From an optimization exercise on the open Yosys and OpenROAD flow, aimed at small area, a short achievable clock period and few clock cycles per item; shortcuts taken in it are not production practice.
The RTL was checked by simulation tests, not by an equivalence proof against the original design.
Power figures rest on the tool's default switching activity, not on a simulated workload.

## flow/design.v (module list and top-level ports; edited modules follow where they fit)
// module fp32_mul_s1: 75 lines
// module fp32_mul_s2: 17 lines
// module fp32_mul_s3: 31 lines
// module fp_sigmul: 671 lines
// module fp32_add_s1: 61 lines
// module fp32_add_s2: 16 lines
// module fp32_add_s3: 44 lines
// module fp_pfx_add: 30 lines
// module xover_f32: 54 lines
// module xover_engine: 167 lines
module xover_f32 (
    input  wire        clk,
    input  wire        rst,         
    input  wire        cfg_we,
    input  wire [3:0]  cfg_addr,
    input  wire [31:0] cfg_data,
    input  wire        clear,       
    input  wire        in_valid,
    output wire        in_ready,
    input  wire [31:0] in_x,
    output reg         out_valid,
    output wire [31:0] out_low,
    output wire [31:0] out_mid,
    output wire [31:0] out_high
);
  // ...
==> flow/run.sh <==
#!/bin/bash
# synth_recipe.tcl (not shown) runs the flow's synth.tcl, then flattens the netlist and writes it again
# the make line also repeats each setting of config.mk as NAME=value (left out here)
make -C /OpenROAD-flow-scripts/flow DESIGN_CONFIG=/design/flow/config.mk WORK_HOME=/design/flow/orfs CLKGATE_MAP_FILE= SYNTH_SCRIPT=/design/flow/synth_recipe.tcl finish
==> flow/config.mk <==
export PLATFORM = sky130hd
export DESIGN_NAME = xover_f32
export DESIGN_NICKNAME = xover_f32
export VERILOG_FILES = /design/flow/design.v
export SDC_FILE = /design/flow/constraint.sdc
export NUM_CORES = 4
export LEC_CHECK = 0
export ABC_AREA = 1
export CAP_MARGIN = 20
export CORE_MARGIN = 2
export CORE_UTILIZATION = 55
export PLACE_DENSITY = 0.65
export SLEW_MARGIN = 20
==> flow/constraint.sdc <==
create_clock -name core_clock -period 25.0 [get_ports {clk}]
set_input_delay 5.0000 -clock core_clock [delete_from_list [all_inputs] [get_ports {clk}]]
set_output_delay 5.0000 -clock core_clock [all_outputs]
set_load 0.01 [all_outputs]
==> flow_metrics.tcl, run 1 <==
set metrics [dict create \
    status "timing/DRC/antenna clean" \
    rr_endpoint "u_lp.m1_amt[5]" \
    stdcell_count 16100 \
    overflow 0 \
    io_pins 171 \
    comb_power_share_pct 53.3 \
    nMultiInputCombCells 9300 \
    multiInputGateArea_mm2 0.0590 \
    seq_area_mm2 0.0421 \
    crit_cells 51 \
    ant_nets 0 \
    grtUsageMet3_pct 6.84 \
    synth_mux_area_share_pct 0.218 \
    buf_share_pct 2.83 \
    hold_path.startpoint "u_lp.m1_e0[6]" \
    whs_path_depth 0 \
    place_hpwl_um 279000 \
    maxCapViolCount 0 \
    synth_top_family_by_area "simple AND/OR/NAND/NOR gates" \
    drc 0 \
    portBuffers 170 \
    hold_ws_ps 251 \
    initial_core_util_pct 55.2 \
    skew_ps 99.1 \
    sequential_cell_total 1719 \
    required_ps 25680 \
    wl_per_cell_um 23.4 \
    grt_use_total_pct 36.4 \
    synth_cell_types 85 \
    cts_buffers 180 \
    postSynthCellCount 13400 \
    p_int_mw 7.67 \
    synth-main-ff-cell "dfxtp_1" \
    wl_um 378000 \
    regToRegStartpoint "u_lp.sm_x" \
    dp_slack_ps 16970 \
    std_cell_rows 164 \
    clkCellAreaFrac_pct 5.13 \
    globalplace.congestion 1.00 \
]
Testbench counts, summed over its fixed seeds: cycles 96,088, items 8,000.
==> module fp32_mul_s1, before the edit <==
module fp32_mul_s1 (
    input  wire [31:0] a,
    input  wire [31:0] b,
    output wire [47:0] pa,         
    output wire [47:0] pb,
    output wire        sy,         
    output wire [1:0]  spc,        
    output wire [7:0]  e0,         
    output wire        e0_hi,      
    output wire        e0_ff,      
    output wire        adj_ok,     
    output wire [5:0]  amt,        
    output wire [5:0]  tz          
);
    wire [7:0]  ea = a[30:23];
    wire [7:0]  eb = b[30:23];
    wire [22:0] fa = a[22:0];
    wire [22:0] fb = b[22:0];
    wire a_e0 = (ea == 8'h00);
    wire b_e0 = (eb == 8'h00);
    wire a_e1 = (ea == 8'hFF);
    wire b_e1 = (eb == 8'hFF);
    wire a_f0 = (fa == 23'd0);
    wire b_f0 = (fb == 23'd0);
    wire a_nan  = a_e1 & ~a_f0;
    wire b_nan  = b_e1 & ~b_f0;
    wire a_inf  = a_e1 & a_f0;
    wire b_inf  = b_e1 & b_f0;
    wire a_zero = a_e0 & a_f0;
    wire b_zero = b_e0 & b_f0;
    wire a_sub  = a_e0 & ~a_f0;
    wire b_sub  = b_e0 & ~b_f0;
    assign sy = a[31] ^ b[31];
    wire is_nan  = a_nan | b_nan | (a_inf & b_zero) | (b_inf & a_zero);
    wire is_inf  = a_inf | b_inf;
    wire is_zero = a_zero | b_zero | (a_sub & b_sub);
    assign spc = is_nan ? 2'd3 : is_inf ? 2'd2 : is_zero ? 2'd1 : 2'd0;
    wire [23:0] ma = {~a_e0, fa};
    wire [23:0] mb = {~b_e0, fb};
    fp_sigmul u_sig (.a(ma), .b(mb), .sa(pa), .sb(pb));
    wire [22:0] fs = a_sub ? fa : (b_sub ? fb : 23'h400000);
    reg  [4:0]  lzs;
    integer i;
    always @* begin
        lzs = 5'd23;
        for (i = 0; i < 23; i = i + 1)
            if (fs[i]) lzs = 5'd23 - i[4:0];
    end
    wire [4:0] lzs_eff = (a_sub | b_sub) ? lzs : 5'd0;
    reg [4:0] tza, tzb;
    always @* begin
        tza = 5'd23;
        for (i = 22; i >= 0; i = i - 1)
            if (ma[i]) tza = i[4:0];
        tzb = 5'd23;
        for (i = 22; i >= 0; i = i - 1)
            if (mb[i]) tzb = i[4:0];
    end
    assign tz = {1'b0, tza} + {1'b0, tzb};
    wire [8:0] xa = {1'b0, ea[7:1], ea[0] | a_e0};
    wire [8:0] xb = {1'b0, eb[7:1], eb[0] | b_e0};
    wire [9:0] xs = {1'b0, xa} + {1'b0, xb};
    wire signed [10:0] k  = $signed({1'b0, xs}) - 11'sd127;
    wire signed [10:0] lz = $signed({6'd0, lzs_eff});
    wire               k_gt = (k > lz);
    wire signed [10:0] s1 = k_gt ? lz : k;                   
    wire signed [10:0] e0w = $signed({1'b0, xs}) - 11'sd126 - lz;
    assign adj_ok = k_gt;
    assign e0     = e0w[7:0];
    assign e0_hi  = (e0w >= 11'sd256);
    assign e0_ff  = (e0w == 11'sd255);
    wire signed [10:0] s1c  = (s1 < -11'sd26) ? -11'sd26 : s1;
    wire signed [10:0] amtw = 11'sd23 - s1c;
    assign amt = amtw[5:0];
endmodule
==> module fp32_mul_s2, before the edit <==
module fp32_mul_s2 (
    input  wire [47:0] pa,
    input  wire [47:0] pb,
    input  wire [5:0]  amt,
    input  wire [5:0]  tz,
    output wire [25:0] w,          
    output wire        st_a,       
    output wire        st_b        
);
    assign st_a = ({1'b0, tz} + 7'd1 < {1'b0, amt});
    assign st_b = (tz < amt);
    wire [47:0] prod;
    fp_pfx_add #(.N(48), .L(6)) u_cpa (.a(pa), .b(pb), .cin(1'b0), .s(prod));
    wire [48:0] pe  = {prod, 1'b0};
    wire [48:0] psh = pe >> amt;
    assign w = psh[25:0];
endmodule
==> module fp32_add_s1, before the edit <==
module fp32_add_s1 (
    input  wire [31:0] a,
    input  wire [31:0] b,
    input  wire        sub,
    output wire [23:0] mbig,       
    output wire [26:0] asml,       
    output wire [7:0]  ebig,       
    output wire        sgn,        
    output wire        esub,       
    output wire [1:0]  spc         
);
    wire        sb = b[31] ^ sub;
    wire a_e0 = (a[30:23] == 8'h00);
    wire b_e0 = (b[30:23] == 8'h00);
    wire a_e1 = (a[30:23] == 8'hFF);
    wire b_e1 = (b[30:23] == 8'hFF);
    wire a_f0 = (a[22:0] == 23'd0);
    wire b_f0 = (b[22:0] == 23'd0);
    wire a_nan = a_e1 & ~a_f0;
    wire b_nan = b_e1 & ~b_f0;
    wire a_inf = a_e1 & a_f0;
    wire b_inf = b_e1 & b_f0;
    wire a_zero = a_e0 & a_f0;
    wire b_zero = b_e0 & b_f0;
    assign spc = (a_nan | b_nan | (a_inf & b_inf & (a[31] != sb))) ? 2'd3 :
                 (a_inf | b_inf) ? 2'd2 : 2'd0;
    assign esub = a[31] ^ sb;
    wire [31:0] cmp;
    fp_pfx_add #(.N(32), .L(6)) u_cmp (.a({1'b0, a[30:0]}), .b({1'b1, ~b[30:0]}),
        .cin(1'b1), .s(cmp));
    wire        swap = cmp[31];
    assign sgn = swap ? sb : a[31];
    wire [7:0]  xa  = {a[30:24], a[23] | a_e0};
    wire [7:0]  xb  = {b[30:24], b[23] | b_e0};
    wire [23:0] mxa = {~a_e0, a[22:0]};
    wire [23:0] mxb = {~b_e0, b[22:0]};
    wire [7:0]  dab = xa - xb;
    wire [7:0]  dba = xb - xa;
    wire [7:0]  d   = swap ? dba : dab;
    assign ebig = swap ? xb : xa;
    assign mbig = swap ? mxb : mxa;
    wire [23:0] msml = swap ? mxa : mxb;
    reg  [4:0]  tza, tzb;
    integer i;
    always @* begin
        tza = 5'd31;
        for (i = 23; i >= 0; i = i - 1)
            if (mxa[i]) tza = i[4:0];
        tzb = 5'd31;
        for (i = 23; i >= 0; i = i - 1)
            if (mxb[i]) tzb = i[4:0];
    end
    wire [4:0]  tzs  = swap ? tza : tzb;
    wire        s_nz = swap ? ~a_zero : ~b_zero;
    wire [4:0]  dc  = (d > 8'd26) ? 5'd27 : d[4:0];
    wire [26:0] msx = {msml, 3'b000};
    wire [26:0] ash = msx >> dc;
    wire [8:0]  tz3 = {4'd0, tzs} + 9'd3;
    wire        st  = s_nz & ({1'b0, d} > tz3);
    assign asml = {ash[26:1], ash[0] | st};
endmodule
==> module fp32_add_s2, before the edit <==
module fp32_add_s2 (
    input  wire [23:0] mbig,
    input  wire [26:0] asml,
    input  wire        esub,
    output wire [27:0] sum,        
    output reg  [4:0]  lz          
);
    fp_pfx_add #(.N(28), .L(5)) u_sum (.a({1'b0, mbig, 3'b000}),
        .b({1'b0, asml} ^ {28{esub}}), .cin(esub), .s(sum));
    integer i;
    always @* begin
        lz = 5'd27;
        for (i = 0; i < 27; i = i + 1)
            if (sum[i]) lz = 5'd26 - i[4:0];
    end
endmodule
==> module xover_engine, before the edit <==
module xover_engine #(
    parameter OFS  = 0,
    parameter BASE = 0,
    parameter MID  = 0
) (
    input  wire        clk,
    input  wire        rst,
    input  wire        v1,
    input  wire        clr,
    input  wire        we,
    input  wire [3:0]  addr,
    input  wire [31:0] data,
    input  wire [31:0] x,
    input  wire [31:0] x2,
    input  wire [31:0] yo,
    output reg  [31:0] radd,
    output reg  [31:0] yb
);
    reg  [11:0] lp;
    always @(posedge clk) begin
        if (rst) lp <= 12'd1 << ((12 - OFS) % 12);
        else     lp <= {lp[10:0], lp[11]};
    end
    wire [11:0] lpn  = {lp[10:0], lp[11]};    
    wire [11:0] lpn2 = {lp[9:0], lp[11:10]};   
    reg  [31:0] c [0:4];            
    reg  [4:0]  cz;                 
    integer k;
    always @(posedge clk) begin
        for (k = 0; k < 5; k = k + 1)
            if (we && addr == BASE + k) c[k] <= data;
        if (rst)
            cz <= 5'b11111;
        else
            for (k = 0; k < 5; k = k + 1)
                if (we && addr == BASE + k) cz[k] <= 1'b0;
    end
    reg  [4:0]  sc;                                  
    reg         sm_x, sm_yb;                         
    reg         sa_s1a, sa_s1b, sa_radd, sa_h, sa_x2;
    reg         sb_rmul, sb_s2a, sb_s2b, sb_yb, sb_yo, sub_r;
    always @(posedge clk) begin
        sc[0]   <= lpn2[0] | lpn2[7];
        sc[1]   <= lpn2[4] | lpn2[11];
        sc[2]   <= lpn2[3] | lpn2[8];
        sc[3]   <= lpn2[1] | lpn2[6];
        sc[4]   <= lpn2[5] | lpn2[10];
        sm_x    <= lpn[0] | lpn[4] | lpn[8];
        sm_yb   <= lpn[1] | lpn[5];
        sa_s1a  <= lpn[3];
        sa_s1b  <= lpn[10];
        sa_radd <= lpn[0] | lpn[7] | (MID != 0 && lpn[5]);
        sa_h    <= lpn[1] | lpn[4] | lpn[8] | lpn[9];
        sa_x2   <= (MID != 0) && lpn[2];
        sb_rmul <= lpn[1] | lpn[3] | lpn[4] | lpn[8] | lpn[9] | lpn[10];
        sb_s2a  <= lpn[0];
        sb_s2b  <= lpn[7];
        sb_yb   <= (MID != 0) && lpn[2];
        sb_yo   <= (MID != 0) && lpn[5];
        sub_r   <= lpn[1] | lpn[4] | lpn[8] | lpn[9] | ((MID != 0) && (lpn[2] | lpn[5]));
    end
    reg  [31:0] coef;
    always @(posedge clk)
        coef <= ({32{sc[0] & ~cz[0]}} & c[0]) | ({32{sc[1] & ~cz[1]}} & c[1]) |
                ({32{sc[2] & ~cz[2]}} & c[2]) | ({32{sc[3] & ~cz[3]}} & c[3]) |
                ({32{sc[4] & ~cz[4]}} & c[4]);
    reg  [31:0] ya;
    reg  [31:0] rmul, h1, h2;
    wire [31:0] mul_a = sm_x ? x : (sm_yb ? yb : ya);
    wire [47:0] m_pa, m_pb;
    wire        m_sy, m_e0_hi, m_e0_ff, m_adj_ok, m_st_a, m_st_b;
    wire [5:0]  m_tz;
    wire [1:0]  m_spc;
    wire [7:0]  m_e0;
    wire [5:0]  m_amt;
    fp32_mul_s1 u_m1 (.a(mul_a), .b(coef), .pa(m_pa), .pb(m_pb), .sy(m_sy), .spc(m_spc),
        .e0(m_e0), .e0_hi(m_e0_hi), .e0_ff(m_e0_ff), .adj_ok(m_adj_ok), .amt(m_amt),
        .tz(m_tz));
    reg [47:0] m1_pa, m1_pb;
    reg [5:0]  m1_tz;
    reg        m1_sy, m1_e0_hi, m1_e0_ff, m1_adj_ok;
    reg [1:0]  m1_spc;
    reg [7:0]  m1_e0;
    reg [5:0]  m1_amt;
    always @(posedge clk) begin
        m1_pa <= m_pa; m1_pb <= m_pb; m1_sy <= m_sy; m1_spc <= m_spc; m1_e0 <= m_e0;
        m1_e0_hi <= m_e0_hi; m1_e0_ff <= m_e0_ff; m1_adj_ok <= m_adj_ok;
        m1_amt <= m_amt; m1_tz <= m_tz;
    end
    wire [25:0] m_w;
    fp32_mul_s2 u_m2 (.pa(m1_pa), .pb(m1_pb), .amt(m1_amt), .tz(m1_tz), .w(m_w),
        .st_a(m_st_a), .st_b(m_st_b));
    reg [25:0] m2_w;
    reg        m2_sy, m2_e0_hi, m2_e0_ff, m2_adj_ok, m2_st_a, m2_st_b;
    reg [1:0]  m2_spc;
    reg [7:0]  m2_e0;
    always @(posedge clk) begin
        m2_w <= m_w; m2_sy <= m1_sy; m2_spc <= m1_spc; m2_e0 <= m1_e0;
        m2_e0_hi <= m1_e0_hi; m2_e0_ff <= m1_e0_ff; m2_adj_ok <= m1_adj_ok;
        m2_st_a <= m_st_a; m2_st_b <= m_st_b;
    end
    wire [31:0] mul_y;
    fp32_mul_s3 u_m3 (.w(m2_w), .sy(m2_sy), .spc(m2_spc), .e0(m2_e0),
        .e0_hi(m2_e0_hi), .e0_ff(m2_e0_ff), .adj_ok(m2_adj_ok),
        .st_a(m2_st_a), .st_b(m2_st_b), .y(mul_y));
    always @(posedge clk) begin
        rmul <= mul_y;
        h1   <= rmul;
        h2   <= h1;
    end
    reg  [31:0] s1a, s2a, s1b, s2b;
    reg  [3:0]  sz;                 
    wire [31:0] add_a = ({32{sa_s1a & ~sz[0]}} & s1a) | ({32{sa_s1b & ~sz[2]}} & s1b) |
                        ({32{sa_radd}} & radd) | ({32{sa_h}} & h2) | ({32{sa_x2}} & x2);
    wire [31:0] add_b = ({32{sb_rmul}} & rmul) | ({32{sb_s2a & ~sz[1]}} & s2a) |
                        ({32{sb_s2b & ~sz[3]}} & s2b) | ({32{sb_yb}} & yb) |
                        ({32{sb_yo}} & yo);
    wire [23:0] a_mbig;
    wire [26:0] a_asml;
    wire [7:0]  a_ebig;
    wire        a_sgn, a_esub;
    wire [1:0]  a_spc;
    fp32_add_s1 u_a1 (.a(add_a), .b(add_b), .sub(sub_r), .mbig(a_mbig), .asml(a_asml),
        .ebig(a_ebig), .sgn(a_sgn), .esub(a_esub), .spc(a_spc));
    reg [23:0] a1_mbig;
    reg [26:0] a1_asml;
    reg [7:0]  a1_ebig;
    reg        a1_sgn, a1_esub;
    reg [1:0]  a1_spc;
    always @(posedge clk) begin
        a1_mbig <= a_mbig; a1_asml <= a_asml; a1_ebig <= a_ebig; a1_sgn <= a_sgn;
        a1_esub <= a_esub; a1_spc <= a_spc;
    end
    wire [27:0] a_sum;
    wire [4:0]  a_lz;
    fp32_add_s2 u_a2 (.mbig(a1_mbig), .asml(a1_asml), .esub(a1_esub), .sum(a_sum), .lz(a_lz));
    reg [27:0] a2_sum;
    reg [4:0]  a2_lz;
    reg [7:0]  a2_ebig;
    reg        a2_sgn, a2_esub;
    reg [1:0]  a2_spc;
    always @(posedge clk) begin
        a2_sum <= a_sum; a2_lz <= a_lz; a2_ebig <= a1_ebig; a2_sgn <= a1_sgn;
        a2_esub <= a1_esub; a2_spc <= a1_spc;
    end
    wire [31:0] add_y;
    fp32_add_s3 u_a3 (.sum(a2_sum), .lz(a2_lz), .ebig(a2_ebig), .sgn(a2_sgn),
        .esub(a2_esub), .spc(a2_spc), .y(add_y));
    wire w_s1a = lp[2] & v1;
    wire w_s2a = lp[3] & v1;
    wire w_s1b = lp[9] & v1;
    wire w_s2b = lp[10] & v1;
    wire kill  = rst | clr;
    always @(posedge clk) begin
        radd <= add_y;
        if (lp[5]) ya <= add_y;
        if (lp[0]) yb <= add_y;
        if (w_s1a & ~kill) s1a <= add_y;
        if (w_s2a & ~kill) s2a <= add_y;
        if (w_s1b & ~kill) s1b <= add_y;
        if (w_s2b & ~kill) s2b <= add_y;
        if (kill)
            sz <= 4'b1111;
        else
            sz <= sz & ~{w_s2b, w_s1b, w_s2a, w_s1a};
    end
endmodule
==> inputs of run 2 (changes only) <==
--- a/flow/design.v
+++ b/flow/design.v
@@ -6,10 +6,8 @@
     output wire        sy,         
     output wire [1:0]  spc,        
-    output wire [7:0]  e0,         
-    output wire        e0_hi,      
-    output wire        e0_ff,      
-    output wire        adj_ok,     
-    output wire [5:0]  amt,        
-    output wire [5:0]  tz          
+    output wire [9:0]  xs,         
+    output wire [4:0]  lzs,        
+    output wire [4:0]  tza,        
+    output wire [4:0]  tzb
 );
     wire [7:0]  ea = a[30:23];
@@ -40,27 +38,30 @@
     fp_sigmul u_sig (.a(ma), .b(mb), .sa(pa), .sb(pb));
     wire [22:0] fs = a_sub ? fa : (b_sub ? fb : 23'h400000);
-    reg  [4:0]  lzs;
-    integer i;
-    always @* begin
-        lzs = 5'd23;
-        for (i = 0; i < 23; i = i + 1)
-            if (fs[i]) lzs = 5'd23 - i[4:0];
-    end
-    wire [4:0] lzs_eff = (a_sub | b_sub) ? lzs : 5'd0;
-    reg [4:0] tza, tzb;
-    always @* begin
-        tza = 5'd23;
-        for (i = 22; i >= 0; i = i - 1)
-            if (ma[i]) tza = i[4:0];
-        tzb = 5'd23;
-        for (i = 22; i >= 0; i = i - 1)
-            if (mb[i]) tzb = i[4:0];
-    end
-    assign tz = {1'b0, tza} + {1'b0, tzb};
+    wire [4:0]  lzc;
+    fp_lzc32 u_lzs (.v({1'b0, fs, 8'hFF}), .n(lzc));
+    assign lzs = (a_sub | b_sub) ? lzc : 5'd0;
+    fp_tzc32 u_tza (.v({8'hFF, ma}), .n(tza));
+    fp_tzc32 u_tzb (.v({8'hFF, mb}), .n(tzb));
     wire [8:0] xa = {1'b0, ea[7:1], ea[0] | a_e0};
     wire [8:0] xb = {1'b0, eb[7:1], eb[0] | b_e0};
-    wire [9:0] xs = {1'b0, xa} + {1'b0, xb};
+    assign xs = {1'b0, xa} + {1'b0, xb};
+endmodule
+module fp32_mul_s2 (
+    input  wire [47:0] pa,
+    input  wire [47:0] pb,
+    input  wire [9:0]  xs,
+    input  wire [4:0]  lzs,
+    input  wire [4:0]  tza,
+    input  wire [4:0]  tzb,
+    output wire [25:0] w,          
+    output wire [7:0]  e0,         
+    output wire        e0_hi,      
+    output wire        e0_ff,      
+    output wire        adj_ok,     
+    output wire        st_a,       
+    output wire        st_b        
+);
     wire signed [10:0] k  = $signed({1'b0, xs}) - 11'sd127;
-    wire signed [10:0] lz = $signed({6'd0, lzs_eff});
+    wire signed [10:0] lz = $signed({6'd0, lzs});
     wire               k_gt = (k > lz);
     wire signed [10:0] s1 = k_gt ? lz : k;                   
@@ -72,15 +73,6 @@
     wire signed [10:0] s1c  = (s1 < -11'sd26) ? -11'sd26 : s1;
     wire signed [10:0] amtw = 11'sd23 - s1c;
-    assign amt = amtw[5:0];
-endmodule
-module fp32_mul_s2 (
-    input  wire [47:0] pa,
-    input  wire [47:0] pb,
-    input  wire [5:0]  amt,
-    input  wire [5:0]  tz,
-    output wire [25:0] w,          
-    output wire        st_a,       
-    output wire        st_b        
-);
+    wire [5:0] amt = amtw[5:0];    
+    wire [5:0] tz = {1'b0, tza} + {1'b0, tzb};
     assign st_a = ({1'b0, tz} + 7'd1 < {1'b0, amt});
     assign st_b = (tz < amt);
@@ -835,14 +827,7 @@
     assign mbig = swap ? mxb : mxa;
     wire [23:0] msml = swap ? mxa : mxb;
-    reg  [4:0]  tza, tzb;
-    integer i;
-    always @* begin
-        tza = 5'd31;
-        for (i = 23; i >= 0; i = i - 1)
-            if (mxa[i]) tza = i[4:0];
-        tzb = 5'd31;
-        for (i = 23; i >= 0; i = i - 1)
-            if (mxb[i]) tzb = i[4:0];
-    end
+    wire [4:0]  tza, tzb;
+    fp_tzc32 u_tza (.v({8'h00, mxa}), .n(tza));
+    fp_tzc32 u_tzb (.v({8'h00, mxb}), .n(tzb));
     wire [4:0]  tzs  = swap ? tza : tzb;
     wire        s_nz = swap ? ~a_zero : ~b_zero;
@@ -859,14 +844,9 @@
     input  wire        esub,
     output wire [27:0] sum,        
-    output reg  [4:0]  lz          
+    output wire [4:0]  lz          
 );
     fp_pfx_add #(.N(28), .L(5)) u_sum (.a({1'b0, mbig, 3'b000}),
         .b({1'b0, asml} ^ {28{esub}}), .cin(esub), .s(sum));
-    integer i;
-    always @* begin
-        lz = 5'd27;
-        for (i = 0; i < 27; i = i + 1)
-            if (sum[i]) lz = 5'd26 - i[4:0];
-    end
+    fp_lzc32 u_lz (.v({sum[26:0], 5'b11111}), .n(lz));
 endmodule
 module fp32_add_s3 (
@@ -944,4 +924,32 @@
     assign s = p[0][N:1] ^ g[L][N-1:0];
 endmodule
+module fp_lzc32 (
+    input  wire [31:0] v,
+    output wire [4:0]  n
+);
+    wire        z4 = ~|v[31:16];
+    wire [15:0] v1 = z4 ? v[15:0] : v[31:16];
+    wire        z3 = ~|v1[15:8];
+    wire [7:0]  v2 = z3 ? v1[7:0] : v1[15:8];
+    wire        z2 = ~|v2[7:4];
+    wire [3:0]  v3 = z2 ? v2[3:0] : v2[7:4];
+    wire        z1 = ~|v3[3:2];
+    wire [1:0]  v4 = z1 ? v3[1:0] : v3[3:2];
+    assign n = {z4, z3, z2, z1, ~v4[1]};
+endmodule
+module fp_tzc32 (
+    input  wire [31:0] v,
+    output wire [4:0]  n
+);
+    wire        z4 = ~|v[15:0];
+    wire [15:0] v1 = z4 ? v[31:16] : v[15:0];
+    wire        z3 = ~|v1[7:0];
+    wire [7:0]  v2 = z3 ? v1[15:8] : v1[7:0];
+    wire        z2 = ~|v2[3:0];
+    wire [3:0]  v3 = z2 ? v2[7:4] : v2[3:0];
+    wire        z1 = ~|v3[1:0];
+    wire [1:0]  v4 = z1 ? v3[3:2] : v3[1:0];
+    assign n = {z4, z3, z2, z1, ~v4[0]};
+endmodule
 module xover_f32 (
     input  wire        clk,
@@ -1036,5 +1044,5 @@
     end
     reg  [4:0]  sc;                                  
-    reg         sm_x, sm_yb;                         
+    reg         sm_x, sm_yb, sm_ya;                  
     reg         sa_s1a, sa_s1b, sa_radd, sa_h, sa_x2;
     reg         sb_rmul, sb_s2a, sb_s2b, sb_yb, sb_yo, sub_r;
@@ -1047,4 +1055,5 @@
         sm_x    <= lpn[0] | lpn[4] | lpn[8];
         sm_yb   <= lpn[1] | lpn[5];
+        sm_ya   <= lpn[3] | lpn[6] | lpn[7] | lpn[10] | lpn[11];
         sa_s1a  <= lpn[3];
         sa_s1b  <= lpn[10];
@@ -1066,28 +1075,27 @@
     reg  [31:0] ya;
     reg  [31:0] rmul, h1, h2;
-    wire [31:0] mul_a = sm_x ? x : (sm_yb ? yb : ya);
+    wire [31:0] mul_a = ({32{sm_x}} & x) | ({32{sm_yb}} & yb) | ({32{sm_ya}} & ya);
     wire [47:0] m_pa, m_pb;
-    wire        m_sy, m_e0_hi, m_e0_ff, m_adj_ok, m_st_a, m_st_b;
-    wire [5:0]  m_tz;
+    wire        m_sy;
     wire [1:0]  m_spc;
-    wire [7:0]  m_e0;
-    wire [5:0]  m_amt;
+    wire [9:0]  m_xs;
+    wire [4:0]  m_lzs, m_tza, m_tzb;
     fp32_mul_s1 u_m1 (.a(mul_a), .b(coef), .pa(m_pa), .pb(m_pb), .sy(m_sy), .spc(m_spc),
-        .e0(m_e0), .e0_hi(m_e0_hi), .e0_ff(m_e0_ff), .adj_ok(m_adj_ok), .amt(m_amt),
-        .tz(m_tz));
+        .xs(m_xs), .lzs(m_lzs), .tza(m_tza), .tzb(m_tzb));
     reg [47:0] m1_pa, m1_pb;
-    reg [5:0]  m1_tz;
-    reg        m1_sy, m1_e0_hi, m1_e0_ff, m1_adj_ok;
+    reg        m1_sy;
     reg [1:0]  m1_spc;
-    reg [7:0]  m1_e0;
-    reg [5:0]  m1_amt;
+    reg [9:0]  m1_xs;
+    reg [4:0]  m1_lzs, m1_tza, m1_tzb;
     always @(posedge clk) begin
-        m1_pa <= m_pa; m1_pb <= m_pb; m1_sy <= m_sy; m1_spc <= m_spc; m1_e0 <= m_e0;
-        m1_e0_hi <= m_e0_hi; m1_e0_ff <= m_e0_ff; m1_adj_ok <= m_adj_ok;
-        m1_amt <= m_amt; m1_tz <= m_tz;
+        m1_pa <= m_pa; m1_pb <= m_pb; m1_sy <= m_sy; m1_spc <= m_spc; m1_xs <= m_xs;
+        m1_lzs <= m_lzs; m1_tza <= m_tza; m1_tzb <= m_tzb;
     end
     wire [25:0] m_w;
-    fp32_mul_s2 u_m2 (.pa(m1_pa), .pb(m1_pb), .amt(m1_amt), .tz(m1_tz), .w(m_w),
-        .st_a(m_st_a), .st_b(m_st_b));
+    wire [7:0]  m_e0;
+    wire        m_e0_hi, m_e0_ff, m_adj_ok, m_st_a, m_st_b;
+    fp32_mul_s2 u_m2 (.pa(m1_pa), .pb(m1_pb), .xs(m1_xs), .lzs(m1_lzs), .tza(m1_tza),
+        .tzb(m1_tzb), .w(m_w), .e0(m_e0), .e0_hi(m_e0_hi), .e0_ff(m_e0_ff),
+        .adj_ok(m_adj_ok), .st_a(m_st_a), .st_b(m_st_b));
     reg [25:0] m2_w;
     reg        m2_sy, m2_e0_hi, m2_e0_ff, m2_adj_ok, m2_st_a, m2_st_b;
@@ -1095,6 +1103,6 @@
     reg [7:0]  m2_e0;
     always @(posedge clk) begin
-        m2_w <= m_w; m2_sy <= m1_sy; m2_spc <= m1_spc; m2_e0 <= m1_e0;
-        m2_e0_hi <= m1_e0_hi; m2_e0_ff <= m1_e0_ff; m2_adj_ok <= m1_adj_ok;
+        m2_w <= m_w; m2_sy <= m1_sy; m2_spc <= m1_spc; m2_e0 <= m_e0;
+        m2_e0_hi <= m_e0_hi; m2_e0_ff <= m_e0_ff; m2_adj_ok <= m_adj_ok;
         m2_st_a <= m_st_a; m2_st_b <= m_st_b;
     end
--- a/flow/config.mk
+++ b/flow/config.mk
@@ -9,5 +9,4 @@
 export CAP_MARGIN = 20
 export CORE_MARGIN = 2
-export CORE_UTILIZATION = 55
-export PLACE_DENSITY = 0.65
+export CORE_UTILIZATION = 45
 export SLEW_MARGIN = 20
==> run 2 against run 1 <==
Effect of this change:
- clock skew shrank 24 ps
- critical path depth shrank 25
- sequential power is essentially flat
- first-iteration DRC count shrank 7.3%
- clock power grew 3%
- final cell count grew 8.1%
- flip-flop and latch count grew 4
- count of clock-buffer cells in the layout grew 14
- fmax shrank 0.46%
- utilization shrank 11 points
- combinational power grew 7.1%
- total power grew 4.5%
- largest cell class unchanged
==> flow_metrics.tcl, run 2 <==
set metrics [dict create \
    status "timing/DRC/antenna clean" \
    overflow 0 \
    mappedNetlistNets 15000 \
    wl_per_cell_um 22.5 \
    die-width_um 506 \
    h-tree-depth 4 \
    path_buf_inv 5 \
    synth_async_sr_flop_share_pct 0 \
    first_iter_violations 10600 \
    synth_cell_types 86 \
    path_common_cell "nand2_1" \
    layout_commonest_cell "nand2_1" \
    drive_gt1_share_pct 6.37 \
    synth-main-ff-cell "dfxtp_1" \
    core_mm2 0.251 \
    vias 97400 \
    maxCapViolCount 0 \
    grt_max_degree 94 \
    swShare_pct 49.3 \
    setup_viol 0 \
    synth_top_area_cell "edfxtp_1" \
    globalplace.congestion 0.981 \
    hp-class "reg -> reg" \
    synth_top_family_by_area "simple AND/OR/NAND/NOR gates" \
    place_hpwl_um 287000 \
    cts.path.max_buffers 3 \
    path_clk_slew_ps 60 \
    dr.pass1.iters 9 \
    synth-simple-area-share_pct 24.3 \
    max_stage_delay_ps 910 \
    io_pins 171 \
    synthAdderAreaFrac_pct 13.8 \
    initial_core_util_pct 45.2 \
    slew_headroom_pct 20.2 \
    yosysMostFrequentCell "nand2_1" \
    ys_seq_area_share_pct 37.2 \
    post-cts-setup-buffers 0 \
    stdcell_count 17400 \
    synth-compound-area-share_pct 9.36 \
    portBuffers 170 \
    fill_cells 24400 \
    ant_nets 0 \
    synth_top_area_share_pct 20.4 \
    area_growth_pct 9.75 \
    seq_area_mm2 0.0422 \
    finalPower_mw 15.5 \
    root_buffer "clkbuf_16" \
    vias_per_cell 5.59 \
    wl_um 392000 \
    start_kind "register" \
    synth-edff-count 768 \
    period_share_pct 30.8 \
    antenna_found_initial 22 \
    grt_use_total_pct 29.9 \
    grt_pass1_vias 91700 \
    synthTopCellsByArea "edfxtp_1 20%, dfxtp_1 17%, nand2_1 10%, fa_1 9.0%, nand3_1 7.3%" \
    synth_mux_area_share_pct 0.133 \
    postSynthCellCount 14000 \
    crit_family "simple AND/OR/NAND/NOR gates" \
    cts_hold_buffers 0 \
    dp.cells 17100 \
    layout_common_cells "3139 x nand2_1, 1718 x inv_1, 1646 x nand3_1" \
    finalMaxSlewViolations 0 \
    multiInputGateArea_mm2 0.0614 \
    fin_nets 14900 \
    worstSetupPathType "reg -> reg" \
    required_ps 25750 \
    clk_latency_ps 890 \
    p_per_area_mw_per_mm2 125 \
    ys_ff_latch 1723 \
    cts_buffers 183 \
    worst-path-max-fanout 93 \
    p_int_mw 7.86 \
    ys_warn_count 11 \
    largest_registers "u_hp.c: 160 flops, u_lp.c: 160 flops" \
    comb_power_share_pct 54.5 \
    fmax_mhz 130 \
    final_util_pct 49.6 \
    cts_tree "done" \
    setup_tns_ps 0 \
    die_h_um 506 \
    p_switching_mw 7.64 \
    skew_ps 74.8 \
    postCtsResizedCells 0 \
    hold_violations 0 \
    synth_area_mm2 0.113 \
    p_leak_nw 57.3 \
    crit_path_end_kind "register" \
    critical_path.slowest_cell "inv_1" \
    std_cell_rows 184 \
    clkPwrFrac_pct 18.3 \
    dieArea_mm2 0.256 \
    min_period_ps 7690 \
    synth_common_cells "3141 x nand2_1, 1718 x inv_1, 1647 x nand3_1" \
    cts.sinks 1723 \
    grt_pass1_wl_um 581000 \
    syn_avg_cell_area_um2 8.09 \
    synth_xor_xnor_area_share_pct 6.35 \
    worst_slew_pin_slew_ps 1200 \
    worstPathArrival_ps 8440 \
    drc 0 \
    ir_worst_vdd_mv 0.115 \
    seqPwrFrac_pct 27.2 \
    rsz0062_at_grt "false" \
]
==> run 2: cell count changes in the layout (fill, tap and decap cells not counted), moves of 40 or more <==
cell      change
nand3_1     +318
o21ai_0     -123
nand2_1     +109
nor2_1       +75
inv_1        +51
o211ai_1     -40
==> run 2: path summary, 6_finish.rpt <==
kind	from	end	slack, ps	cells past startpoint
hold / removal	u_lp.h1[14]	u_lp.h2[14]	300	0
setup / recovery	u_hp.sz[0]	u_hp.a1_asml[2]	17310	26
hold reg to reg	u_lp.h1[14]	u_lp.h2[14]	300	0
setup reg to reg	u_hp.sz[0]	u_hp.a1_asml[2]	17310	26
==> run 2: logic make-up (layout without fill, tap and decap cells) <==
kind of cell,after synthesis,after routing
buffers and inverters,2493,2545
xor gates and xnor gates,821,821
and+or+nand+nor,6241,6241
adders and majority gates,946,946
other,0,12
DFF,1723,1723
AOI/OAI and AO/OA,1767,1767
muxes,14,14
==> run 2: power groups by stage <==
stage	clock, mW	sequential [mW]	combinational, mW
after floorplan	0	4.04	5.78
after global placement	0	4.26	8.25
after detailed placement	0	4.26	8.25
after CTS	2.87	4.20	8.30
after global routing	2.99	4.24	9.36
final	2.83	4.21	8.45
==> run 2: area by class of cell <==
type                            count  share of cell area (%)
Multi-Input combinational cell   9789                    49.4
Sequential cell                  1723                    33.9
Inverter                         1817                    5.50
Clock buffer                      250                    4.21
Tap cell                         3348                    3.37
Timing Repair Buffer              381                    2.71
Clock inverter                     97                   0.893
Antenna cell                       12                  0.0241
==> run 2: routing by layer <==
metal | vias up | global-route usage [%] | routed length [µm]
met2 | 4495 | 46.3 | 174000
met3 | 953 | 5.10 | 32400
met1 | 46100 | 39.9 | 162000
met5 | - | 0 | 100
met4 | 16 | 15.9 | 23600
li1 | 45900 | - | -
==> run 2: metrics by stage <==
step	area, µm²	hold slack (ps)	setup WS [ps]
6_report	124000	304	17310
4_1_cts	124000	309	17420
3_3_place_gp	118000	310	17340
2_1_floorplan	113000	310	16520
5_1_grt	124000	315	16370
3_5_place_dp	118000	312	17270
Testbench counts of run 2, summed over its fixed seeds: cycles 96,088, items 8,000.
==> module xover_f32, before the edit <==
module xover_f32 (
    input  wire        clk,
    input  wire        rst,         
    input  wire        cfg_we,
    input  wire [3:0]  cfg_addr,
    input  wire [31:0] cfg_data,
    input  wire        clear,       
    input  wire        in_valid,
    output wire        in_ready,
    input  wire [31:0] in_x,
    output reg         out_valid,
    output wire [31:0] out_low,
    output wire [31:0] out_mid,
    output wire [31:0] out_high
);
    reg  [11:0] ph;
    reg         v0, v1;             
    reg  [31:0] x, x2;
    reg         rdy;                
    assign in_ready = rdy;
    wire acc = in_valid & ph[11];
    always @(posedge clk) begin
        if (rst) ph <= 12'd1;
        else     ph <= {ph[10:0], ph[11]};
        rdy <= ~rst & ph[10];
        if (ph[11]) begin
            x  <= in_x;
            x2 <= x;
        end
        if (rst) begin
            v0 <= 1'b0;
            v1 <= 1'b0;
        end else begin
            if (ph[11]) begin
                v0 <= acc;
                v1 <= v0;
            end
            if (clear) v1 <= 1'b0;    
        end
        out_valid <= ~rst & ph[7] & v1;
    end
    wire [31:0] radd_l, yb_l, yb_h, radd_h;
    xover_engine #(.OFS(0), .BASE(0), .MID(1)) u_lp (
        .clk(clk), .rst(rst), .v1(v1), .clr(clear),
        .we(cfg_we), .addr(cfg_addr), .data(cfg_data),
        .x(x), .x2(x2), .yo(yb_h), .radd(radd_l), .yb(yb_l));
    xover_engine #(.OFS(1), .BASE(5), .MID(0)) u_hp (
        .clk(clk), .rst(rst), .v1(v1), .clr(clear),
        .we(cfg_we), .addr(cfg_addr), .data(cfg_data),
        .x(x), .x2(x2), .yo(yb_l), .radd(radd_h), .yb(yb_h));
    assign out_low  = yb_l;
    assign out_high = yb_h;
    assign out_mid  = radd_l;
endmodule
==> inputs of run 3 (changes only) <==
--- a/flow/design.v
+++ b/flow/design.v
@@ -2,4 +2,6 @@
     input  wire [31:0] a,
     input  wire [31:0] b,
+    input  wire        a_ez,       
+    input  wire        b_ez,       
     output wire [47:0] pa,         
     output wire [47:0] pb,
@@ -15,6 +17,6 @@
     wire [22:0] fa = a[22:0];
     wire [22:0] fb = b[22:0];
-    wire a_e0 = (ea == 8'h00);
-    wire b_e0 = (eb == 8'h00);
+    wire a_e0 = a_ez;
+    wire b_e0 = b_ez;
     wire a_e1 = (ea == 8'hFF);
     wire b_e1 = (eb == 8'hFF);
@@ -789,4 +791,6 @@
     input  wire [31:0] b,
     input  wire        sub,
+    input  wire        a_ez,       
+    input  wire        b_ez,       
     output wire [23:0] mbig,       
     output wire [26:0] asml,       
@@ -797,6 +801,6 @@
 );
     wire        sb = b[31] ^ sub;
-    wire a_e0 = (a[30:23] == 8'h00);
-    wire b_e0 = (b[30:23] == 8'h00);
+    wire a_e0 = a_ez;
+    wire b_e0 = b_ez;
     wire a_e1 = (a[30:23] == 8'hFF);
     wire b_e1 = (b[30:23] == 8'hFF);
@@ -970,4 +974,5 @@
     reg         v0, v1;             
     reg  [31:0] x, x2;
+    reg         x_z, x2_z;          
     reg         rdy;                
     assign in_ready = rdy;
@@ -978,6 +983,8 @@
         rdy <= ~rst & ph[10];
         if (ph[11]) begin
-            x  <= in_x;
-            x2 <= x;
+            x    <= in_x;
+            x_z  <= (in_x[30:23] == 8'd0);
+            x2   <= x;
+            x2_z <= x_z;
         end
         if (rst) begin
@@ -994,12 +1001,15 @@
     end
     wire [31:0] radd_l, yb_l, yb_h, radd_h;
+    wire        yb_l_z, yb_h_z;
     xover_engine #(.OFS(0), .BASE(0), .MID(1)) u_lp (
         .clk(clk), .rst(rst), .v1(v1), .clr(clear),
         .we(cfg_we), .addr(cfg_addr), .data(cfg_data),
-        .x(x), .x2(x2), .yo(yb_h), .radd(radd_l), .yb(yb_l));
+        .x(x), .x_z(x_z), .x2(x2), .x2_z(x2_z), .yo(yb_h), .yo_z(yb_h_z),
+        .radd(radd_l), .yb(yb_l), .yb_z(yb_l_z));
     xover_engine #(.OFS(1), .BASE(5), .MID(0)) u_hp (
         .clk(clk), .rst(rst), .v1(v1), .clr(clear),
         .we(cfg_we), .addr(cfg_addr), .data(cfg_data),
-        .x(x), .x2(x2), .yo(yb_l), .radd(radd_h), .yb(yb_h));
+        .x(x), .x_z(x_z), .x2(x2), .x2_z(x2_z), .yo(yb_l), .yo_z(yb_l_z),
+        .radd(radd_h), .yb(yb_h), .yb_z(yb_h_z));
     assign out_low  = yb_l;
     assign out_high = yb_h;
@@ -1019,8 +1029,12 @@
     input  wire [31:0] data,
     input  wire [31:0] x,
+    input  wire        x_z,
     input  wire [31:0] x2,
+    input  wire        x2_z,
     input  wire [31:0] yo,
+    input  wire        yo_z,
     output reg  [31:0] radd,
-    output reg  [31:0] yb
+    output reg  [31:0] yb,
+    output reg         yb_z
 );
     reg  [11:0] lp;
@@ -1033,8 +1047,12 @@
     reg  [31:0] c [0:4];            
     reg  [4:0]  cz;                 
+    reg  [4:0]  cez;                
     integer k;
     always @(posedge clk) begin
         for (k = 0; k < 5; k = k + 1)
-            if (we && addr == BASE + k) c[k] <= data;
+            if (we && addr == BASE + k) begin
+                c[k]   <= data;
+                cez[k] <= (data[30:23] == 8'd0);
+            end
         if (rst)
             cz <= 5'b11111;
@@ -1069,4 +1087,9 @@
     end
     reg  [31:0] coef;
+    reg         coef_z;
+    always @(posedge clk)
+        coef_z <= (sc[0] & (cz[0] | cez[0])) | (sc[1] & (cz[1] | cez[1])) |
+                  (sc[2] & (cz[2] | cez[2])) | (sc[3] & (cz[3] | cez[3])) |
+                  (sc[4] & (cz[4] | cez[4]));
     always @(posedge clk)
         coef <= ({32{sc[0] & ~cz[0]}} & c[0]) | ({32{sc[1] & ~cz[1]}} & c[1]) |
@@ -1074,6 +1097,9 @@
                 ({32{sc[4] & ~cz[4]}} & c[4]);
     reg  [31:0] ya;
+    reg         ya_z;
     reg  [31:0] rmul, h1, h2;
+    reg         rmul_z, h1_z, h2_z;
     wire [31:0] mul_a = ({32{sm_x}} & x) | ({32{sm_yb}} & yb) | ({32{sm_ya}} & ya);
+    wire        mul_a_z = (sm_x & x_z) | (sm_yb & yb_z) | (sm_ya & ya_z);
     wire [47:0] m_pa, m_pb;
     wire        m_sy;
@@ -1081,5 +1107,5 @@
     wire [9:0]  m_xs;
     wire [4:0]  m_lzs, m_tza, m_tzb;
-    fp32_mul_s1 u_m1 (.a(mul_a), .b(coef), .pa(m_pa), .pb(m_pb), .sy(m_sy), .spc(m_spc),
+    fp32_mul_s1 u_m1 (.a(mul_a), .b(coef), .a_ez(mul_a_z), .b_ez(coef_z), .pa(m_pa), .pb(m_pb), .sy(m_sy), .spc(m_spc),
         .xs(m_xs), .lzs(m_lzs), .tza(m_tza), .tzb(m_tzb));
     reg [47:0] m1_pa, m1_pb;
@@ -1112,10 +1138,14 @@
         .st_a(m2_st_a), .st_b(m2_st_b), .y(mul_y));
     always @(posedge clk) begin
-        rmul <= mul_y;
-        h1   <= rmul;
-        h2   <= h1;
+        rmul   <= mul_y;
+        rmul_z <= (mul_y[30:23] == 8'd0);
+        h1     <= rmul;
+        h1_z   <= rmul_z;
+        h2     <= h1;
+        h2_z   <= h1_z;
     end
     reg  [31:0] s1a, s2a, s1b, s2b;
     reg  [3:0]  sz;                 
+    reg         s1a_z, s2a_z, s1b_z, s2b_z, radd_z;
     wire [31:0] add_a = ({32{sa_s1a & ~sz[0]}} & s1a) | ({32{sa_s1b & ~sz[2]}} & s1b) |
                         ({32{sa_radd}} & radd) | ({32{sa_h}} & h2) | ({32{sa_x2}} & x2);
@@ -1123,4 +1153,8 @@
                         ({32{sb_s2b & ~sz[3]}} & s2b) | ({32{sb_yb}} & yb) |
                         ({32{sb_yo}} & yo);
+    wire add_a_z = (sa_s1a & (sz[0] | s1a_z)) | (sa_s1b & (sz[2] | s1b_z)) |
+                   (sa_radd & radd_z) | (sa_h & h2_z) | (sa_x2 & x2_z);
+    wire add_b_z = (sb_rmul & rmul_z) | (sb_s2a & (sz[1] | s2a_z)) |
+                   (sb_s2b & (sz[3] | s2b_z)) | (sb_yb & yb_z) | (sb_yo & yo_z);
     wire [23:0] a_mbig;
     wire [26:0] a_asml;
@@ -1128,5 +1162,6 @@
     wire        a_sgn, a_esub;
     wire [1:0]  a_spc;
-    fp32_add_s1 u_a1 (.a(add_a), .b(add_b), .sub(sub_r), .mbig(a_mbig), .asml(a_asml),
+    fp32_add_s1 u_a1 (.a(add_a), .b(add_b), .sub(sub_r), .a_ez(add_a_z), .b_ez(add_b_z),
+        .mbig(a_mbig), .asml(a_asml),
         .ebig(a_ebig), .sgn(a_sgn), .esub(a_esub), .spc(a_spc));
     reg [23:0] a1_mbig;
@@ -1159,12 +1194,14 @@
     wire w_s2b = lp[10] & v1;
     wire kill  = rst | clr;
+    wire add_y_z = (add_y[30:23] == 8'd0);
     always @(posedge clk) begin
-        radd <= add_y;
-        if (lp[5]) ya <= add_y;
-        if (lp[0]) yb <= add_y;
-        if (w_s1a & ~kill) s1a <= add_y;
-        if (w_s2a & ~kill) s2a <= add_y;
-        if (w_s1b & ~kill) s1b <= add_y;
-        if (w_s2b & ~kill) s2b <= add_y;
+        radd   <= add_y;
+        radd_z <= add_y_z;
+        if (lp[5]) begin ya <= add_y; ya_z <= add_y_z; end
+        if (lp[0]) begin yb <= add_y; yb_z <= add_y_z; end
+        if (w_s1a & ~kill) begin s1a <= add_y; s1a_z <= add_y_z; end
+        if (w_s2a & ~kill) begin s2a <= add_y; s2a_z <= add_y_z; end
+        if (w_s1b & ~kill) begin s1b <= add_y; s1b_z <= add_y_z; end
+        if (w_s2b & ~kill) begin s2b <= add_y; s2b_z <= add_y_z; end
         if (kill)
             sz <= 4'b1111;
--- a/flow/config.mk
+++ b/flow/config.mk
@@ -10,3 +10,3 @@
 export CORE_MARGIN = 2
 export CORE_UTILIZATION = 45
-export SLEW_MARGIN = 20
+export SLEW_MARGIN = 60
==> run 3 against run 2 <==
Effect of this change:
- worst setup slack improved by 490 ps
- combinational power up 2.4%
- wire length is 3.1% lower
- first-iteration DRC count decreased by 6.2%
- final cell count down 0.93%
- synthesized cell count shrank 1.6%
- largest power group unchanged
==> flow_metrics.tcl, run 3 <==
set metrics [dict create \
    drive_gt1_share_pct 7.60 \
    cts_hold_buffers 0 \
    start_kind "register" \
    min_period_ps 7190 \
    place_hpwl_um 283000 \
    critical_path.slowest_cell "edfxtp_1" \
    wl_per_cell_um 22.0 \
    wl_um 380000 \
    globalplace.congestion 0.959 \
    synth_cell_types 85 \
    maxCapViolCount 0 \
    synth_top_area_share_pct 21.1 \
    syn_avg_cell_area_um2 8.18 \
    dr.pass1.iters 8 \
    grt_pass1_vias 89700 \
    first_iter_violations 9978 \
    max_stage_delay_ps 660 \
    ir_worst_vdd_mv 0.135 \
    skew_ps 88.1 \
    period_share_pct 28.8 \
    area_growth_pct 11.4 \
    synth_top_area_cell "edfxtp_1" \
    vias 95600 \
    finalMaxSlewViolations 0 \
    synth-edff-count 792 \
    hold_ws_ps 318 \
    die-width_um 505 \
    required_ps 20000 \
    postSynthCellCount 13800 \
    placed_area_mm2 0.119 \
    fmax_mhz 139 \
    root_buffer "clkbuf_16" \
    overflow 0 \
    final_area_mm2 0.126 \
    rsz0062_at_grt "false" \
    hold_violations 0 \
    cts.sinks 1757 \
    hp-class "reg -> reg" \
    mappedNetlistNets 14800 \
    synthTopCellsByArea "edfxtp_1 21%, dfxtp_1 17%, nand2_1 10%, fa_1 9.1%, nand3_1 6.8%" \
    largest_registers "u_hp.c: 160 flops, u_lp.c: 160 flops" \
    p_leak_nw 57.9 \
    h-tree-depth 4 \
    ys_ff_latch 1757 \
    stdcell_count 17300 \
    status "timing/DRC/antenna clean" \
    worstSetupPathType "reg -> out" \
    layout_commonest_cell "nand2_1" \
    worst_slew_pin_slew_ps 621 \
    ys_seq_area_share_pct 38.2 \
    grt_pass1_wl_um 565000 \
    synth_area_mm2 0.113 \
    path_buf_inv 1 \
    post-cts-setup-buffers 0 \
    std_cell_rows 183 \
    setup_viol 0 \
    crit_family "flip-flops" \
    ys_warn_count 11 \
    ant_nets 0 \
    synth-main-ff-cell "dfxtp_1" \
    grt_max_degree 114 \
    cp_cell_sequence "clkdlybuf4s50_1" \
    dieArea_mm2 0.255 \
    io_pins 171 \
    grt_use_total_pct 29.0 \
    cts_buffers 185 \
    p_per_area_mw_per_mm2 125 \
    postCtsResizedCells 0 \
    yosysMostFrequentCell "nand2_1" \
    crit_path_end_kind "output pin" \
    fin_nets 14800 \
    antenna_found_initial 23 \
    setup_tns_ps 0 \
    vias_per_cell 5.54 \
    dp.cells 16900 \
    clk_latency_ps 900 \
    path_clk_slew_ps 70 \
    portBuffers 170 \
    slew_headroom_pct 58.2 \
    cts.path.max_buffers 3 \
    worstPathArrival_ps 2190 \
    finalPower_mw 15.8 \
    synth_common_cells "3075 x nand2_1, 1709 x inv_1, 1529 x nand3_1" \
    die_h_um 505 \
    initial_core_util_pct 45.3 \
    cts_tree "done" \
    synth_async_sr_flop_share_pct 0 \
    worst-path-max-fanout 3 \
    layout_common_cells "3067 x nand2_1, 1687 x inv_1, 1520 x nand3_1" \
    core_mm2 0.249 \
    drc 0 \
]
==> run 3: cell count changes in the layout (fill, tap and decap cells not counted), moves of 18 or more <==
cell,before,now
edfxtp_1,768,792
o21ai_0,419,495
a21oi_1,389,359
buf_6,0,65
and3_1,20,39
or2_2,48,69
inv_1,1718,1687
nand3_1,1646,1520
nor2_1,792,691
nand2_2,68,35
nand2_1,3139,3067
nor2_2,46,64
==> run 3: worst paths after layout <==
| path | from | to | slack, ps | depth (start not counted) |
|---|---|---|---|---|
| setup / recovery | u_hp.yb[5] | out_high[5] | 17810 | 1 |
| hold / removal | u_lp.a1_spc[0] | u_lp.a2_spc[0] | 320 | 0 |
| setup reg to reg | u_lp.a2_ebig[0] | u_lp.s2a[2] | 17830 | 32 |
| hold reg to reg | u_lp.a1_spc[0] | u_lp.a2_spc[0] | 320 | 0 |
==> run 3: stage by stage <==
step           util, %  setup slack, ps
3_3_place_gp      47.2            16810
5_1_grt           50.5            17320
6_report          50.5            17810
3_5_place_dp      47.7            17280
4_1_cts           50.3            17740
2_1_floorplan        -            17290
==> run 3: layout make-up <==
class | instances | area [µm²]
fill | 23900 | 123000
multi-input combinational | 9562 | 60800
sequential | 1757 | 43100
inverter | 1787 | 6750
clock buffer | 233 | 5120
timing repair buffer | 460 | 4250
tap | 3330 | 4170
clock inverter | 117 | 1350
antenna | 9 | 22.5
==> run 3: power by group <==
part | total [mW] | switching, mW | internal [mW]
clock network | 2.87 | 1.23 | 1.64
logic | 8.65 | 6.02 | 2.63
registers | 4.24 | 0.383 | 3.86
total | 15.8 | 7.64 | 8.12
==> run 3: cells by family after synthesis <==
kind of cell | Yosys count | synth area share (%)
adders and majority gates | 948 | 13.9
xor gates and xnor gates | 839 | 6.53
buffers and inverters | 2456 | 8.52
AOI/OAI and AO/OA | 1811 | 9.57
and+or+nand+nor | 5941 | 23.0
DFF | 1757 | 38.2
muxes | 23 | 0.213
==> run 3: routing by layer <==
metal	vias up	track usage, %	share of wire [%]
met5	-	0	0.036
met4	24	13.1	5.3
met2	4142	45.4	44
met1	45200	39.3	42
met3	810	4.75	8.4
li1	45400	-	-
Testbench counts of run 3, summed over its fixed seeds: cycles 96,088, items 8,000.

## re-timing with driven ports
Ports are ideal in the flow. The routed layouts listed here were re-timed in OpenROAD.
Step 1: set_driving_cell puts a clkbuf_16 on clk and a buf_2 on each other input, an assumption about the parent block.
Step 2 times the ports against the registers' clock, not the clock port: input delays grow and output delays shrink by t, the midpoint of the rising clock arrivals with the driver on.
Three values: no drivers, after step 1, after step 2; two values: the first two.
| run | shift t [ns] | slack for setup (ns) | worst hold slack (ns) | worst register clock-pin slew, ns |
|---|---|---|---|---|
| run 1 | 0.925 | 17.348 / 17.348 / 17.011 | 0.251 / 0.251 / 0.251 | 0.08 / 0.08 |
| run 2 | 0.953 | 17.313 / 17.313 / 17.313 | 0.304 / 0.304 / 0.304 | 0.07 / 0.07 |
| run 3 | 0.941 | 17.805 / 17.717 / 17.279 | 0.318 / 0.318 / 0.318 | 0.07 / 0.07 |
After both steps setup and hold are still met in every run listed. For run 3, which loses most, drivers alone change the setup slack by -0.088 ns; drivers and shift together by -0.526 ns.
